Background: an optimization exercise with open tools, aiming at small area, a short achievable clock period and few clock cycles. Do not read the settings as production practice. Only simulation tests tie the RTL to the original design; equivalence was not proved. Power and IR drop assume default switching activity.

==> flow/design.v (excerpt) <==
module festy_core (
    input  wire        clk,
    input  wire        rst,
    input  wire        cmd_valid,
    input  wire [31:0] cmd_word,
    input  wire [31:0] arg_base,
    input  wire [31:0] arg_len,
    input  wire        crc_we,
    input  wire [31:0] crc_wdata,
    output reg         busy,
    output reg         done,
    output reg         err,
    output reg         illcmd,
    output reg  [3:0]  errcode,
    output reg  [31:0] errparam,
    output reg  [31:0] result_len,
    output reg  [31:0] crc_reg,
    output reg         ib_re,
    output reg  [24:0] ib_addr,
    input  wire [7:0]  ib_rdata,
    output reg         ob_re,
    output reg         ob_we,
    output reg  [24:0] ob_addr,
    output reg  [7:0]  ob_wdata,
    input  wire [7:0]  ob_rdata
);
    localparam [3:0] E_BTS = 4'd1, E_UNSUP = 4'd2, E_TREE = 4'd3, E_TRAIL = 4'd4,
                     E_TRUNC = 4'd5, E_LEN = 4'd6, E_CRC = 4'd7, E_NOSECT = 4'd8;
    localparam [3:0]
        S_IDLE = 4'd0,
        S_CRC  = 4'd1,    
        S_SCAN = 4'd2,    
        S_HDR  = 4'd3,    
        S_CHK  = 4'd4,    
        S_COPY = 4'd5,    
        S_PRE  = 4'd6,    
        S_PRE2 = 4'd7,    
        S_DEC  = 4'd8,    
        S_END  = 4'd9,    
        S_ECRC = 4'd10;   
    reg [3:0]  state;
    reg        isdec;         
    reg        crc_sel;       
    reg        rlv;           
    reg [24:0] ra;            
    reg [25:0] n;             
    reg [24:0] base;          
    reg [10:0] off;           
    reg [4:0]  h;             
  ...
Settings: LEC_CHECK=0, CAP_MARGIN=20, CORE_MARGIN=2, CORE_UTILIZATION=40, PLACE_DENSITY=0.6, SETUP_SLACK_MARGIN=3.5, SLEW_MARGIN=20; clock period 10.0 ns.
standard.sh (not shown) runs the stock make flow with config.mk's settings and CLKGATE_MAP_FILE= SYNTH_SCRIPT=/design/flow/synth_recipe.tcl, a recipe that flattens the netlist after the stock synthesis.
==> flow/flow/run.sh <==
#!/bin/bash
# Layout: the standard flow (standard.sh) unchanged, except that the port
# buffers that global placement inserts on every input and output are
# sky130_fd_sc_hd__buf_1 cells instead of the default buffer cell; timing
# repair still resizes any of them that are on a critical path.
# Each run's full output goes to its own log file in this folder; ORFS also
# keeps each tool's log under orfs/logs/.
set -euo pipefail
export BUFFER_PORTS_ARGS="-buffer_cell sky130_fd_sc_hd__buf_1"
bash standard.sh synth > synth.log 2>&1
bash standard.sh finish > layout.log 2>&1
Testbench counts at the start, summed over its fixed seeds: cycles 196,763.
==> next run, changes <==
--- a/flow/design.v
+++ b/flow/design.v
@@ -189,21 +189,19 @@
                 ck_n   = 4'd8 - ({2'd0, used} - ck);
                 nv_n   = 1'b0;
                 cpos_n = cpos + 2'd1;
                 cadv   = (cpos == 2'd3);
             end
         end
     end
     reg seq_issue;    
-    reg [24:0] oth;   
-    wire sel_an = (state == S_DEC) && !rsv && nstep && b1_ok && !want_f;
     always @(*) begin
         ib_re    = 1'b0;
-        oth      = ra;
+        ib_addr  = ra;
         ob_re    = 1'b0;
         ob_we    = 1'b0;
         ob_addr  = wp;
         ob_wdata = odata;
         seq_issue = 1'b0;
         case (state)
         S_CRC: begin
             if (n != 26'd0) begin
@@ -216,56 +214,53 @@
         S_SCAN: begin
             seq_issue = 1'b1;
             if (!dv) begin
                 ib_re = cur_ok;
             end else if (mhit) begin
                 ib_re = 1'b1;
             end else begin
                 ib_re   = nxt_ok;
-                oth = base + {14'd0, off64};
+                ib_addr = base + {14'd0, off64};
             end
         end
         S_HDR: begin
             ib_re = !(dv && (h == 5'd17 || h == 5'd24));
             seq_issue = ib_re;
-            if (h == 5'd18 || h == 5'd20 || h == 5'd22) oth = ar;
+            if (h == 5'd18 || h == 5'd20 || h == 5'd22) ib_addr = ar;
         end
         S_COPY: begin
             ib_re = 1'b1;
             seq_issue = 1'b1;
         end
         S_END: begin
             ib_re = isdec;
             seq_issue = 1'b1;
         end
         S_ECRC: begin
             ib_re = !(dv && h[1:0] == 2'd3);
             seq_issue = 1'b1;
         end
         S_PRE, S_PRE2: begin
             ib_re   = 1'b1;
-            oth = base;
+            ib_addr = base;
         end
         S_DEC: begin
             if (rsv) begin
                 ib_re   = 1'b1;
             end else if (fetch) begin
                 ib_re   = 1'b1;
-                oth = base;
+                ib_addr = base;
             end else if (go) begin
                 ib_re   = 1'b1;
-                oth = ar;
+                ib_addr = rsel ? ar : an;
             end
         end
         default: ;
         endcase
-        ib_addr[6:0]  = sel_an ? an_lo[6:0] : oth[6:0];
-        ib_addr[24:7] = an_lo[7] ? (sel_an ? q2_hi1 : oth[24:7]) :
-                                   (sel_an ? q2[24:7] : oth[24:7]);
         if (cpv || emit) ob_we = 1'b1;
         errparam   = {7'd0, (errcode == E_TRAIL) ? crem :
                             (errcode == E_TRUNC) ? {1'b0, rem} : 25'd0};
         result_len = {7'd0, rlv ? wp : 25'd0};
     end
     task finish_ok;
         begin
             busy    <= 1'b0;
@@ -298,17 +293,17 @@
             crc_reg  <= 32'hFFFFFFFF;
             dv       <= 1'b0;
             cpv      <= 1'b0;
             pend     <= 1'b0;
             rmode    <= 1'b0;
             rsv      <= 1'b0;
             fin      <= 1'b0;
         end else begin
-            if (seq_issue) ra <= oth + 25'd1;
+            if (seq_issue) ra <= ib_addr + 25'd1;
             if (cpv) begin
                 acc <= cnext;
                 wp  <= wp + 25'd1;
             end
             cpv <= 1'b0;
             fin <= 1'b0;
             cb    <= cb_n;
             ck    <= ck_n;
@@ -392,22 +387,22 @@
                     end
                     5'd15: begin
                         lenbad     <= lenbad | (ib_rdata != rem[23:16]);
                         rem[23:16] <= ib_rdata;
                     end
                     5'd16: begin
                         extra <= ib_rdata;
                         wp    <= ra + {16'd0, ib_rdata, 1'b1} + 25'd3;
-                        r2    <= oth + 25'd1;      
+                        r2    <= ib_addr + 25'd1;      
                     end
                     5'd17: root <= ib_rdata;
                     5'd19: begin
                         rc0 <= ib_rdata;
-                        r2  <= oth + 25'd1;
+                        r2  <= ib_addr + 25'd1;
                     end
                     5'd20: rc1 <= ib_rdata;
                     5'd21: g00 <= gval(rc0[7], rc0, ib_rdata);
                     5'd22: g01 <= gval(rc0[6], rc0, ib_rdata);
                     5'd23: g10 <= gval(rc1[7], rc1, ib_rdata);
                     5'd24: begin
                         g11   <= gval(rc1[6], rc1, ib_rdata);
                         state <= S_CHK;
=>
- clock-buffer cell count decreases by 13
- die area rose slightly
- critical path depth rises by 10
- sequential power falls by a few percent
- worst setup slack got worse by 0.12 ns
- utilization came out higher by 0.71 points
- routed wire length grows by a few percent
- clock power rises by a few percent
- total power came out lower slightly
- sequential cell count is unchanged
- global-route usage is higher by 0.31 points
- area after synthesis grows slightly
- via count went up by a few percent
Testbench counts after the change, summed over its fixed seeds: cycles 196,763.

---

RTL: one of the versions met above, not the one the previous note started from.
For scale: roughly 4,800 cells after synthesis, roughly 430 flip-flops.
// festy_core
module festy_core (
    input  wire        clk,
    input  wire        rst,
    input  wire        cmd_valid,
    input  wire [31:0] cmd_word,
    input  wire [31:0] arg_base,
    input  wire [31:0] arg_len,
    input  wire        crc_we,
    input  wire [31:0] crc_wdata,
    output reg         busy,
    output reg         done,
    output reg         err,
    output reg         illcmd,
    output reg  [3:0]  errcode,
    output reg  [31:0] errparam,
    output reg  [31:0] result_len,
    output reg  [31:0] crc_reg,
    output reg         ib_re,
    output reg  [24:0] ib_addr,
    input  wire [7:0]  ib_rdata,
    output reg         ob_re,
    output reg         ob_we,
    output reg  [24:0] ob_addr,
    output reg  [7:0]  ob_wdata,
    input  wire [7:0]  ob_rdata
);
    localparam [3:0] E_BTS = 4'd1, E_UNSUP = 4'd2, E_TREE = 4'd3, E_TRAIL = 4'd4,
                     E_TRUNC = 4'd5, E_LEN = 4'd6, E_CRC = 4'd7, E_NOSECT = 4'd8;
    localparam [3:0]
        S_IDLE = 4'd0,
        S_CRC  = 4'd1,    
        S_SCAN = 4'd2,    
        S_HDR  = 4'd3,    
        S_CHK  = 4'd4,    
        S_COPY = 4'd5,    
        S_PRE  = 4'd6,    
        S_PRE2 = 4'd7,    
        S_DEC  = 4'd8,    
        S_END  = 4'd9,    
        S_ECRC = 4'd10;   
    reg [3:0]  state;
    reg        isdec;         
    reg        crc_sel;       
    reg        rlv;           
    reg [24:0] ra;            
    reg [25:0] n;             
    reg [24:0] base;          
    reg [10:0] off;           
    reg [4:0]  h;             
    reg        dv;            
    reg        cpv;           
  ...
==> flow/config.mk <==
export PLATFORM = sky130hd
export DESIGN_NAME = festy_core
export DESIGN_NICKNAME = festy_core
export VERILOG_FILES = /design/flow/design.v
export SDC_FILE = /design/flow/constraint.sdc
export NUM_CORES = 4
export LEC_CHECK = 0
export CAP_MARGIN = 20
export CORE_MARGIN = 2
export CORE_UTILIZATION = 60
export PLACE_DENSITY = 0.7
export SETUP_SLACK_MARGIN = 3.5
export SLEW_MARGIN = 20
==> flow/constraint.sdc <==
create_clock -name core_clock -period 10.0 [get_ports {clk}]
set_input_delay 2.0000 -clock core_clock [delete_from_list [all_inputs] [get_ports {clk}]]
set_output_delay 2.0000 -clock core_clock [all_outputs]
set_load 0.01 [all_outputs]
Scripts as last shown in full above: flow/flow/run.sh
Testbench counts at the start, summed over its fixed seeds: cycles 196,763.
==> next run, changes <==
--- a/flow/design.v
+++ b/flow/design.v
@@ -189,19 +189,21 @@
                 ck_n   = 4'd8 - ({2'd0, used} - ck);
                 nv_n   = 1'b0;
                 cpos_n = cpos + 2'd1;
                 cadv   = (cpos == 2'd3);
             end
         end
     end
     reg seq_issue;    
+    reg [24:0] oth;   
+    wire sel_an = (state == S_DEC) && !rsv && nstep && b1_ok && !want_f;
     always @(*) begin
         ib_re    = 1'b0;
-        ib_addr  = ra;
+        oth      = ra;
         ob_re    = 1'b0;
         ob_we    = 1'b0;
         ob_addr  = wp;
         ob_wdata = odata;
         seq_issue = 1'b0;
         case (state)
         S_CRC: begin
             if (n != 26'd0) begin
@@ -214,53 +216,56 @@
         S_SCAN: begin
             seq_issue = 1'b1;
             if (!dv) begin
                 ib_re = cur_ok;
             end else if (mhit) begin
                 ib_re = 1'b1;
             end else begin
                 ib_re   = nxt_ok;
-                ib_addr = base + {14'd0, off64};
+                oth = base + {14'd0, off64};
             end
         end
         S_HDR: begin
             ib_re = !(dv && (h == 5'd17 || h == 5'd24));
             seq_issue = ib_re;
-            if (h == 5'd18 || h == 5'd20 || h == 5'd22) ib_addr = ar;
+            if (h == 5'd18 || h == 5'd20 || h == 5'd22) oth = ar;
         end
         S_COPY: begin
             ib_re = 1'b1;
             seq_issue = 1'b1;
         end
         S_END: begin
             ib_re = isdec;
             seq_issue = 1'b1;
         end
         S_ECRC: begin
             ib_re = !(dv && h[1:0] == 2'd3);
             seq_issue = 1'b1;
         end
         S_PRE, S_PRE2: begin
             ib_re   = 1'b1;
-            ib_addr = base;
+            oth = base;
         end
         S_DEC: begin
             if (rsv) begin
                 ib_re   = 1'b1;
             end else if (fetch) begin
                 ib_re   = 1'b1;
-                ib_addr = base;
+                oth = base;
             end else if (go) begin
                 ib_re   = 1'b1;
-                ib_addr = rsel ? ar : an;
+                oth = ar;
             end
         end
         default: ;
         endcase
+        ib_addr[6:0]  = sel_an ? an_lo[6:0] : oth[6:0];
+        ib_addr[24:7] = an_lo[7] ? (sel_an ? q2_hi1 : oth[24:7]) :
+                                   (sel_an ? q2[24:7] : oth[24:7]);
         if (cpv || emit) ob_we = 1'b1;
         errparam   = {7'd0, (errcode == E_TRAIL) ? crem :
                             (errcode == E_TRUNC) ? {1'b0, rem} : 25'd0};
         result_len = {7'd0, rlv ? wp : 25'd0};
     end
     task finish_ok;
         begin
             busy    <= 1'b0;
@@ -293,17 +298,17 @@
             crc_reg  <= 32'hFFFFFFFF;
             dv       <= 1'b0;
             cpv      <= 1'b0;
             pend     <= 1'b0;
             rmode    <= 1'b0;
             rsv      <= 1'b0;
             fin      <= 1'b0;
         end else begin
-            if (seq_issue) ra <= ib_addr + 25'd1;
+            if (seq_issue) ra <= oth + 25'd1;
             if (cpv) begin
                 acc <= cnext;
                 wp  <= wp + 25'd1;
             end
             cpv <= 1'b0;
             fin <= 1'b0;
             cb    <= cb_n;
             ck    <= ck_n;
@@ -387,22 +392,22 @@
                     end
                     5'd15: begin
                         lenbad     <= lenbad | (ib_rdata != rem[23:16]);
                         rem[23:16] <= ib_rdata;
                     end
                     5'd16: begin
                         extra <= ib_rdata;
                         wp    <= ra + {16'd0, ib_rdata, 1'b1} + 25'd3;
-                        r2    <= ib_addr + 25'd1;      
+                        r2    <= oth + 25'd1;      
                     end
                     5'd17: root <= ib_rdata;
                     5'd19: begin
                         rc0 <= ib_rdata;
-                        r2  <= ib_addr + 25'd1;
+                        r2  <= oth + 25'd1;
                     end
                     5'd20: rc1 <= ib_rdata;
                     5'd21: g00 <= gval(rc0[7], rc0, ib_rdata);
                     5'd22: g01 <= gval(rc0[6], rc0, ib_rdata);
                     5'd23: g10 <= gval(rc1[7], rc1, ib_rdata);
                     5'd24: begin
                         g11   <= gval(rc1[6], rc1, ib_rdata);
                         state <= S_CHK;
Outcome: First-iteration DRC count drops by 12%. Synthesized area drops by 0.99%. Via count drops by 4.3%. Die area drops by 0.98%. Worst setup slack improves by 0.15 ns. Core utilization drops by 1.6 points. Sequential cell count does not change. Sequential power climbs by about 2%. Wire length drops by 8.6%. Global-route usage drops by 3.7 points. Worst hold slack improves by 0.042 ns. Clock power drops by about 6%. Non-clock buffer count drops by 53. Final area drops by 2.8%.
Testbench counts after the change, summed over its fixed seeds: cycles 196,763.

## what the ideal ports hide
In the flow no input, the clock included, has a driving cell. The finished layouts below were timed again as built, in two steps. Step 1 sets driving cells, clkbuf_16 on the clock port and buf_2 on the other inputs (assumed; they add their load-dependent delay and slew). Step 2 adds t to the input delays and takes it off the output delays; t is the mean of the earliest and latest rising clock arrival at the registers after step 1. Input paths then give back, and output paths get back, about the clock's delay inside the block. Three values: no drivers, after step 1, after step 2; two values: the first two.
run	shift t [ns]	setup WS [ns]	worst hold slack (ns)
the first run of note 1	0.738	3.453 / 3.377 / 3.413	0.501 / 0.501 / 0.501
the second run of note 1	0.730	3.335 / 3.258 / 3.338	0.454 / 0.454 / 0.454
the first run of note 2	0.701	3.329 / 3.260 / 2.987	0.456 / 0.456 / 0.456
the second run of note 2	0.686	3.476 / 3.407 / 3.517	0.498 / 0.498 / 0.498
After both steps setup and hold are still met in every run listed. For the first run of note 2, which loses most, drivers alone change the setup slack by -0.069 ns; drivers and shift together by -0.342 ns.
